What follows belongs to an exercise in optimizing a design on an open flow for small area, a short achievable clock period and few clock cycles; a production flow would make more cautious choices. At most, simulation tests tie the RTL to the original design; equivalence was not proved. No activity file was given, so power comes from the tool's default toggle rates.

==> flow/design.v <==
module env_mad (
    input  wire        clk,
    input  wire        rst,         
    input  wire        in_valid,
    input  wire        in_op,       
    input  wire [15:0] in_data,
    output wire        in_ready,
    output reg         out_valid,
    output reg  [15:0] out_data
);
    localparam [15:0] BASELINE = 16'd512;
    assign in_ready = 1'b1;
    reg        c_valid;
    reg        c_op;
    reg [15:0] c_data;
    always @(posedge clk) begin
        c_valid <= in_valid && !rst;
        c_op    <= in_op;
        c_data  <= in_data;
    end
    wire do_push = c_valid && !c_op;
    wire do_int  = c_valid &&  c_op;
    reg        rst_q;
    always @(posedge clk)
        rst_q <= rst;
    reg [15:0] b [0:15];
    reg [19:0] sum;
    integer i;
    always @(posedge clk) begin
        if (rst_q) begin
            for (i = 0; i < 16; i = i + 1)
                b[i] <= BASELINE;
            sum <= 20'd16 * BASELINE;
        end else if (do_push) begin
            b[0] <= c_data;
            for (i = 1; i < 16; i = i + 1)
                b[i] <= b[i-1];
            sum <= sum + {4'd0, c_data} - {4'd0, b[15]};
        end
    end
    wire [15:0] mean = sum[19:4];
    wire [2:0]  rem2 = sum[3:1];
    reg        a_valid;
    reg [15:0] a_lt;
    integer j;
    reg [15:0] lt;
    reg        cy;
    integer n;
    always @* begin
        for (j = 0; j < 16; j = j + 1) begin
            cy = 1'b0;
            for (n = 0; n < 16; n = n + 1)
                cy = (mean[n] & ~b[j][n]) | (mean[n] & cy) | (~b[j][n] & cy);
            lt[j] = cy;
        end
    end
    always @(posedge clk) begin
        a_valid <= do_int && !rst;
        a_lt    <= lt;
    end
    reg [18:0] r [0:17];
    integer k;
    always @* begin
        for (k = 0; k < 16; k = k + 1)
            r[k] = {3'd0, ~(a_lt[k] ? b[k] : mean)};
        r[16] = {mean[14:0], 1'b0, rem2};
        r[17] = 19'd16;
    end
    function [37:0] csa;
        input [18:0] x, y, z;
        reg   [18:0] s, c;
        begin
            s = x ^ y ^ z;
            c = (x & y) | (x & z) | (y & z);
            csa = {c[17:0], 1'b0, s};
        end
    endfunction
    wire [18:0] l1 [0:11];
    wire [18:0] l2 [0:7];
    wire [18:0] l3 [0:5];
    wire [18:0] l4 [0:3];
    wire [18:0] l5 [0:2];
    wire [18:0] l6 [0:1];
    genvar g;
    generate
        for (g = 0; g < 6; g = g + 1) begin : t1
            assign {l1[2*g+1], l1[2*g]} = csa(r[3*g], r[3*g+1], r[3*g+2]);
        end
        for (g = 0; g < 4; g = g + 1) begin : t2
            assign {l2[2*g+1], l2[2*g]} = csa(l1[3*g], l1[3*g+1], l1[3*g+2]);
        end
        for (g = 0; g < 2; g = g + 1) begin : t3
            assign {l3[2*g+1], l3[2*g]} = csa(l2[3*g], l2[3*g+1], l2[3*g+2]);
        end
        assign l3[4] = l2[6];
        assign l3[5] = l2[7];
        for (g = 0; g < 2; g = g + 1) begin : t4
            assign {l4[2*g+1], l4[2*g]} = csa(l3[3*g], l3[3*g+1], l3[3*g+2]);
        end
        assign {l5[1], l5[0]} = csa(l4[0], l4[1], l4[2]);
        assign l5[2] = l4[3];
        assign {l6[1], l6[0]} = csa(l5[0], l5[1], l5[2]);
    endgenerate
    wire [18:0] total = l6[0] + l6[1];
    always @(posedge clk) begin
        if (rst)
            out_valid <= 1'b0;
        else
            out_valid <= a_valid;
        out_data <= total[18:3];
    end
endmodule
clock: 27.0 ns
lec_check: 0
cap_margin: 20
core_margin: 2
core_utilization: 40
slew_margin: 20
run.sh (not shown) runs the stock make flow with config.mk's settings and CLKGATE_MAP_FILE= SYNTH_SCRIPT=/design/flow/synth_recipe.tcl, a recipe that flattens the netlist after the stock synthesis.
Next try:
--- a/flow/design.v
+++ b/flow/design.v
@@ -42,22 +42,12 @@
     wire [2:0]  rem2 = sum[3:1];
     reg        a_valid;
     reg [15:0] a_lt;
     integer j;
-    reg [15:0] lt;
-    reg        cy;
-    integer n;
-    always @* begin
-        for (j = 0; j < 16; j = j + 1) begin
-            cy = 1'b0;
-            for (n = 0; n < 16; n = n + 1)
-                cy = (mean[n] & ~b[j][n]) | (mean[n] & cy) | (~b[j][n] & cy);
-            lt[j] = cy;
-        end
-    end
     always @(posedge clk) begin
         a_valid <= do_int && !rst;
-        a_lt    <= lt;
+        for (j = 0; j < 16; j = j + 1)
+            a_lt[j] <= b[j] < mean;
     end
     reg [18:0] r [0:17];
     integer k;
     always @* begin
Result:
- The changed run produced a clean layout
- combinational power increases by 11%
- synthesized area rose by 5.6%
- clock-buffer cell count is unchanged
- maximum frequency is higher by 0.94%
- total power climbs by 7.4%
- register-to-register slack gains 240 ps
- worst setup slack improved by 65 ps
- core utilization hardly moves
- die area climbs by 5.5%
No run of this note included a check of the RTL's function; only the layout flow was run.


env_mad, a different RTL version from the one above (not shown whole).
Size in the first run: ~38 I/O pins.
==> module env_mad, before the edit <==
module env_mad (
    input  wire        clk,
    input  wire        rst,         
    input  wire        in_valid,
    input  wire        in_op,       
    input  wire [15:0] in_data,
    output wire        in_ready,
    output reg         out_valid,
    output reg  [15:0] out_data
);
    localparam [15:0] BASELINE = 16'd512;
    reg       filling;
    reg [3:0] fcnt;
    reg       rdy;
    always @(posedge clk) begin
        if (rst) begin
            filling <= 1'b1;
            rdy     <= 1'b0;
            fcnt    <= 4'd0;
        end else if (filling) begin
            fcnt <= fcnt + 4'd1;
            if (fcnt == 4'd14)
                rdy <= 1'b1;
            if (fcnt == 4'd15)
                filling <= 1'b0;
        end
    end
    assign in_ready = rdy;
    reg        c_valid;
    reg        c_op;
    reg [15:0] c_data;
    always @(posedge clk) begin
        c_valid <= in_valid && rdy && !rst;
        c_op    <= in_op;
        c_data  <= in_data;
    end
    wire do_push = c_valid && !c_op;
    wire do_int  = c_valid &&  c_op;
    wire [19:0] sx = sum;
    wire [19:0] sy = {4'd0, c_data};
    wire [19:0] sz = {4'hf, ~b[15]};
    wire [19:0] sum_next = (sx ^ sy ^ sz)
                         + {(sx[18:0] & sy[18:0]) | (sx[18:0] & sz[18:0]) | (sy[18:0] & sz[18:0]), 1'b1};
    reg [15:0] b [0:15];
    reg [19:0] sum;
    integer i;
    always @(posedge clk) begin
        if (filling || do_push) begin
            b[0] <= filling ? BASELINE : c_data;
            for (i = 1; i < 16; i = i + 1)
                b[i] <= b[i-1];
        end
        if (filling)
            sum <= 20'd16 * BASELINE;
        else if (do_push)
            sum <= sum_next;
    end
    wire [15:0] mean = sum[19:4];
    wire [2:0]  rem2 = sum[3:1];
    reg [15:0] lt;
    reg        cy;
    integer j, n;
    always @* begin
        for (j = 0; j < 16; j = j + 1) begin
            cy = 1'b0;
            for (n = 0; n < 16; n = n + 1)
                cy = (mean[n] & ~b[j][n]) | (mean[n] & cy) | (~b[j][n] & cy);
            lt[j] = cy;
        end
    end
    reg        a_valid;
    reg [15:0] a_lt;
    always @(posedge clk) begin
        a_valid <= do_int && !rst;
        a_lt    <= lt;
    end
    reg [18:0] r [0:17];
    integer k;
    always @* begin
        for (k = 0; k < 16; k = k + 1)
            r[k] = {3'd0, ~(a_lt[k] ? b[k] : mean)};
        r[16] = {mean[14:0], 1'b0, rem2};
        r[17] = 19'd16;
    end
    function [37:0] csa;
        input [18:0] x, y, z;
        reg   [18:0] s, c;
        begin
            s = x ^ y ^ z;
            c = (x & y) | (x & z) | (y & z);
            csa = {c[17:0], 1'b0, s};
        end
    endfunction
    wire [18:0] l1 [0:11];
    wire [18:0] l2 [0:7];
    wire [18:0] l3 [0:5];
    wire [18:0] l4 [0:3];
    wire [18:0] l5 [0:2];
    wire [18:0] l6 [0:1];
    genvar g;
    generate
        for (g = 0; g < 6; g = g + 1) begin : t1
            assign {l1[2*g+1], l1[2*g]} = csa(r[3*g], r[3*g+1], r[3*g+2]);
        end
        for (g = 0; g < 4; g = g + 1) begin : t2
            assign {l2[2*g+1], l2[2*g]} = csa(l1[3*g], l1[3*g+1], l1[3*g+2]);
        end
        for (g = 0; g < 2; g = g + 1) begin : t3
            assign {l3[2*g+1], l3[2*g]} = csa(l2[3*g], l2[3*g+1], l2[3*g+2]);
        end
        assign l3[4] = l2[6];
        assign l3[5] = l2[7];
        for (g = 0; g < 2; g = g + 1) begin : t4
            assign {l4[2*g+1], l4[2*g]} = csa(l3[3*g], l3[3*g+1], l3[3*g+2]);
        end
        assign {l5[1], l5[0]} = csa(l4[0], l4[1], l4[2]);
        assign l5[2] = l4[3];
        assign {l6[1], l6[0]} = csa(l5[0], l5[1], l5[2]);
    endgenerate
    wire [18:0] total = l6[0] + l6[1];
    always @(posedge clk) begin
        if (rst)
            out_valid <= 1'b0;
        else
            out_valid <= a_valid;
        out_data <= total[18:3];
    end
endmodule
clock: 27.0 ns
lec_check: 0
cap_margin: 20
core_margin: 2
core_utilization: 60
cts_buf_list: sky130_fd_sc_hd__clkbuf_16
cts_cluster_diameter: 100
cts_cluster_size: 24
slew_margin: 20
standard.sh (not shown) runs the stock make flow with config.mk's settings and CLKGATE_MAP_FILE= SYNTH_SCRIPT=/design/flow/synth_recipe.tcl, a recipe that flattens the netlist after the stock synthesis.
==> flow/flow/run.sh <==
#!/bin/bash
# Own layout flow: the standard flow (standard.sh) at the design's clock
# period and constraints, with these changes:
#  - after the standard synthesis, flow/polarity.py re-chooses the polarity
#    of the full-adder cells (a full adder is self-dual), which removes
#    inverters between adders; registers and all other cells are unchanged;
#  - the port buffers that global placement inserts are plain buffers
#    (buf_2) rather than the delay-buffer cell buffer_ports picks by default;
set -euo pipefail
export BUFFER_PORTS_ARGS="-buffer_cell sky130_fd_sc_hd__buf_2"
export SETUP_SLACK_MARGIN=20.5
res=orfs/results/sky130hd/env_mad/base
bash standard.sh "$PWD/$res/1_2_yosys.v" > flow_synth.log 2>&1
cp "$res/1_2_yosys.v" "$res/1_2_yosys.std.v"
python3 flow/polarity.py "$res/1_2_yosys.std.v" "$res/1_2_yosys.v" > flow_polarity.log 2>&1
bash standard.sh > flow_make.log 2>&1
Other scripts of this flow, unchanged in this note and not shown: flow/flow/polarity.py
Testbench counts at the start, summed over its fixed seeds: cycles 16,125.
==> next run, changes <==
--- a/flow/design.v
+++ b/flow/design.v
@@ -36,11 +36,6 @@
     end
     wire do_push = c_valid && !c_op;
     wire do_int  = c_valid &&  c_op;
-    wire [19:0] sx = sum;
-    wire [19:0] sy = {4'd0, c_data};
-    wire [19:0] sz = {4'hf, ~b[15]};
-    wire [19:0] sum_next = (sx ^ sy ^ sz)
-                         + {(sx[18:0] & sy[18:0]) | (sx[18:0] & sz[18:0]) | (sy[18:0] & sz[18:0]), 1'b1};
     reg [15:0] b [0:15];
     reg [19:0] sum;
     integer i;
@@ -53,7 +48,7 @@
         if (filling)
             sum <= 20'd16 * BASELINE;
         else if (do_push)
-            sum <= sum_next;
+            sum <= sum + {4'd0, c_data} - {4'd0, b[15]};
     end
     wire [15:0] mean = sum[19:4];
     wire [2:0]  rem2 = sum[3:1];
The new run finished with timing, DRC and antenna clean.
Synthesized cell count came out lower by about 0.8%.
Clock-buffer cell count is lower by 2.
Sequential share of layout area decreases by 0.22 points.
Hold slack gets worse by 25 ps.
Die area hardly moves.
Critical path depth does not change.
Total power falls by about 1.3%.
Sequential power stays flat.
Global-route usage drops by 0.31 points.
Via count is lower by 0.80%.
Combinational power is about the same.
Setup slack is better by 42 ps.
Testbench counts after the change, summed over its fixed seeds: cycles 16,125.


env_mad, a different RTL version from the one above (not shown whole).
Size in the first run: about 1,900 cells after synthesis, about 0.023 mm² of cells after synthesis.
// env_mad
module env_mad (
    input  wire        clk,
    input  wire        rst,         
    input  wire        in_valid,
    input  wire        in_op,       
    input  wire [15:0] in_data,
    output wire        in_ready,
    output reg         out_valid,
    output reg  [15:0] out_data
);
    localparam [15:0] BASELINE = 16'd512;
    reg       filling;
    reg [3:0] fcnt;
    reg       rdy;
    always @(posedge clk) begin
        if (rst) begin
            filling <= 1'b1;
            rdy     <= 1'b0;
            fcnt    <= 4'd0;
        end else if (filling) begin
            fcnt <= fcnt + 4'd1;
            if (fcnt == 4'd14)
                rdy <= 1'b1;
            if (fcnt == 4'd15)
                filling <= 1'b0;
        end
    end
    assign in_ready = rdy;
    reg        c_valid;
    reg        c_op;
    reg [15:0] c_data;
    always @(posedge clk) begin
        c_valid <= in_valid && rdy && !rst;
        c_op    <= in_op;
        c_data  <= in_data;
  ...
==> module env_mad, before the edit <==
module env_mad (
    input  wire        clk,
    input  wire        rst,         
    input  wire        in_valid,
    input  wire        in_op,       
    input  wire [15:0] in_data,
    output wire        in_ready,
    output reg         out_valid,
    output reg  [15:0] out_data
);
    localparam [15:0] BASELINE = 16'd512;
    reg       filling;
    reg [3:0] fcnt;
    reg       rdy;
    always @(posedge clk) begin
        if (rst) begin
            filling <= 1'b1;
            rdy     <= 1'b0;
            fcnt    <= 4'd0;
        end else if (filling) begin
            fcnt <= fcnt + 4'd1;
            if (fcnt == 4'd14)
                rdy <= 1'b1;
            if (fcnt == 4'd15)
                filling <= 1'b0;
        end
    end
    assign in_ready = rdy;
    reg        c_valid;
    reg        c_op;
    reg [15:0] c_data;
    always @(posedge clk) begin
        c_valid <= in_valid && rdy && !rst;
        c_op    <= in_op;
        c_data  <= in_data;
    end
    wire do_push = c_valid && !c_op;
    wire do_int  = c_valid &&  c_op;
    wire [19:0] sx = sum;
    wire [19:0] sy = {4'd0, c_data};
    wire [19:0] sz = {4'hf, ~b[15]};
    wire [19:0] ua = sx ^ sy ^ sz;
    wire [19:0] ub = {(sx[18:0] & sy[18:0]) | (sx[18:0] & sz[18:0]) | (sy[18:0] & sz[18:0]), 1'b1};
    reg  [19:0] gg, pp, cc;
    reg  [19:0] sum_next;
    integer q, w;
    always @* begin
        gg = ua & ub;
        pp = ua ^ ub;
        for (w = 1; w < 20; w = w * 2)
            for (q = 2 * w - 1; q < 20; q = q + 2 * w) begin
                gg[q] = gg[q] | (pp[q] & gg[q - w]);
                pp[q] = pp[q] & pp[q - w];
            end
        for (w = 8; w >= 1; w = w / 2)
            for (q = 3 * w - 1; q < 20; q = q + 2 * w) begin
                gg[q] = gg[q] | (pp[q] & gg[q - w]);
                pp[q] = pp[q] & pp[q - w];
            end
        cc = {gg[18:0], 1'b0};
        sum_next = ua ^ ub ^ cc;
    end
    reg [15:0] b [0:15];
    reg [19:0] sum;
    integer i;
    always @(posedge clk) begin
        if (filling || do_push) begin
            b[0] <= filling ? BASELINE : c_data;
            for (i = 1; i < 16; i = i + 1)
                b[i] <= b[i-1];
        end
        if (filling)
            sum <= 20'd16 * BASELINE;
        else if (do_push)
            sum <= sum_next;
    end
    wire [15:0] mean = sum[19:4];
    wire [2:0]  rem2 = sum[3:1];
    reg [15:0] lt;
    reg        cy;
    integer j, n;
    always @* begin
        for (j = 0; j < 16; j = j + 1) begin
            cy = 1'b0;
            for (n = 0; n < 16; n = n + 1)
                cy = (mean[n] & ~b[j][n]) | (mean[n] & cy) | (~b[j][n] & cy);
            lt[j] = cy;
        end
    end
    reg        a_valid;
    reg [15:0] a_lt;
    always @(posedge clk) begin
        a_valid <= do_int && !rst;
        a_lt    <= lt;
    end
    reg [18:0] r [0:17];
    integer k;
    always @* begin
        for (k = 0; k < 16; k = k + 1)
            r[k] = {3'd0, ~(a_lt[k] ? b[k] : mean)};
        r[16] = {mean[14:0], 1'b0, rem2};
        r[17] = 19'd16;
    end
    function [37:0] csa;
        input [18:0] x, y, z;
        reg   [18:0] s, c;
        begin
            s = x ^ y ^ z;
            c = (x & y) | (x & z) | (y & z);
            csa = {c[17:0], 1'b0, s};
        end
    endfunction
    wire [18:0] l1 [0:11];
    wire [18:0] l2 [0:7];
    wire [18:0] l3 [0:5];
    wire [18:0] l4 [0:3];
    wire [18:0] l5 [0:2];
    wire [18:0] l6 [0:1];
    genvar g;
    generate
        for (g = 0; g < 6; g = g + 1) begin : t1
            assign {l1[2*g+1], l1[2*g]} = csa(r[3*g], r[3*g+1], r[3*g+2]);
        end
        for (g = 0; g < 4; g = g + 1) begin : t2
            assign {l2[2*g+1], l2[2*g]} = csa(l1[3*g], l1[3*g+1], l1[3*g+2]);
        end
        for (g = 0; g < 2; g = g + 1) begin : t3
            assign {l3[2*g+1], l3[2*g]} = csa(l2[3*g], l2[3*g+1], l2[3*g+2]);
        end
        assign l3[4] = l2[6];
        assign l3[5] = l2[7];
        for (g = 0; g < 2; g = g + 1) begin : t4
            assign {l4[2*g+1], l4[2*g]} = csa(l3[3*g], l3[3*g+1], l3[3*g+2]);
        end
        assign {l5[1], l5[0]} = csa(l4[0], l4[1], l4[2]);
        assign l5[2] = l4[3];
        assign {l6[1], l6[0]} = csa(l5[0], l5[1], l5[2]);
    endgenerate
    wire [18:0] total = l6[0] + l6[1];
    always @(posedge clk) begin
        if (rst)
            out_valid <= 1'b0;
        else
            out_valid <= a_valid;
        out_data <= total[18:3];
    end
endmodule
==> flow/config.mk <==
export PLATFORM = sky130hd
export DESIGN_NAME = env_mad
export DESIGN_NICKNAME = env_mad
export VERILOG_FILES = /design/flow/design.v
export SDC_FILE = /design/flow/constraint.sdc
export NUM_CORES = 4
export LEC_CHECK = 0
export CAP_MARGIN = 20
export CORE_MARGIN = 2
export CORE_UTILIZATION = 60
export CTS_BUF_LIST = sky130_fd_sc_hd__clkbuf_16
export CTS_CLUSTER_DIAMETER = 100
export CTS_CLUSTER_SIZE = 24
export SLEW_MARGIN = 20
export TNS_END_PERCENT = 0
==> flow/constraint.sdc <==
create_clock -name core_clock -period 27.0 [get_ports {clk}]
set_input_delay 5.4000 -clock core_clock [delete_from_list [all_inputs] [get_ports {clk}]]
set_output_delay 5.4000 -clock core_clock [all_outputs]
set_load 0.01 [all_outputs]
Scripts as last shown in full above: flow/flow/run.sh
Other scripts of this flow, unchanged in this note and not shown: flow/flow/polarity.py
Testbench counts at the start, summed over its fixed seeds: cycles 16,125.
==> next run, changes <==
--- a/flow/design.v
+++ b/flow/design.v
@@ -36,30 +36,6 @@
     end
     wire do_push = c_valid && !c_op;
     wire do_int  = c_valid &&  c_op;
-    wire [19:0] sx = sum;
-    wire [19:0] sy = {4'd0, c_data};
-    wire [19:0] sz = {4'hf, ~b[15]};
-    wire [19:0] ua = sx ^ sy ^ sz;
-    wire [19:0] ub = {(sx[18:0] & sy[18:0]) | (sx[18:0] & sz[18:0]) | (sy[18:0] & sz[18:0]), 1'b1};
-    reg  [19:0] gg, pp, cc;
-    reg  [19:0] sum_next;
-    integer q, w;
-    always @* begin
-        gg = ua & ub;
-        pp = ua ^ ub;
-        for (w = 1; w < 20; w = w * 2)
-            for (q = 2 * w - 1; q < 20; q = q + 2 * w) begin
-                gg[q] = gg[q] | (pp[q] & gg[q - w]);
-                pp[q] = pp[q] & pp[q - w];
-            end
-        for (w = 8; w >= 1; w = w / 2)
-            for (q = 3 * w - 1; q < 20; q = q + 2 * w) begin
-                gg[q] = gg[q] | (pp[q] & gg[q - w]);
-                pp[q] = pp[q] & pp[q - w];
-            end
-        cc = {gg[18:0], 1'b0};
-        sum_next = ua ^ ub ^ cc;
-    end
     reg [15:0] b [0:15];
     reg [19:0] sum;
     integer i;
@@ -72,7 +48,7 @@
         if (filling)
             sum <= 20'd16 * BASELINE;
         else if (do_push)
-            sum <= sum_next;
+            sum <= sum + {4'd0, c_data} - {4'd0, b[15]};
     end
     wire [15:0] mean = sum[19:4];
     wire [2:0]  rem2 = sum[3:1];
Effect: Routed wire length went down by 1.4%. First-iteration DRC count rises by 33%. Worst setup slack improved by 0.090 ns. Area after synthesis went up by 2.0%. Clock power decreases by 7.6%. Non-clock buffer count increases by 27. Sequential power barely changes. Final area grows by 3.1%. Register-to-register slack is better by 0.06 ns. Critical path depth does not change. Cell count went up by 4.5%.
Testbench counts after the change, summed over its fixed seeds: cycles 16,125.

==> port drivers added, routing unchanged <==
Ports are ideal in the flow. The routed layouts listed here were re-timed in OpenROAD. Step 1 assumes that a clkbuf_16 drives the clock port and a buf_2 every other input. Step 2, shift: input delay + t, output delay - t, t = (earliest + latest rising clock arrival at the registers) / 2. This alone moves slack from input paths to output paths. Three values: no drivers, after step 1, after step 2; two values: the first two.
run | t (ns) | setup slack, ns | hold WS [ns] | latest minus earliest clock arrival (ns) | worst slew at a driven data input, ns
the first run of note 1 | 0.633 | 19.972 / 19.972 / 19.972 | 0.448 / 0.448 / 0.448 | 0.023 / 0.024 | 0.03
the second run of note 1 | 0.645 | 20.037 / 19.971 / 20.208 | 0.445 / 0.445 / 0.445 | 0.030 / 0.030 | 0.07
the first run of note 2 | 0.597 | 20.543 / 20.486 / 20.794 | 0.450 / 0.450 / 0.450 | 0.025 / 0.025 | 0.03
the second run of note 2 | 0.595 | 20.585 / 20.529 / 20.654 | 0.425 / 0.425 / 0.425 | 0.029 / 0.029 | 0.04
the first run of note 3 | 0.595 | 20.483 / 20.427 / 20.709 | 0.464 / 0.464 / 0.464 | 0.032 / 0.031 | 0.03
the second run of note 3 | 0.593 | 20.573 / 20.514 / 20.771 | 0.447 / 0.447 / 0.447 | 0.018 / 0.019 | 0.03
After both steps setup and hold are still met in every run listed.
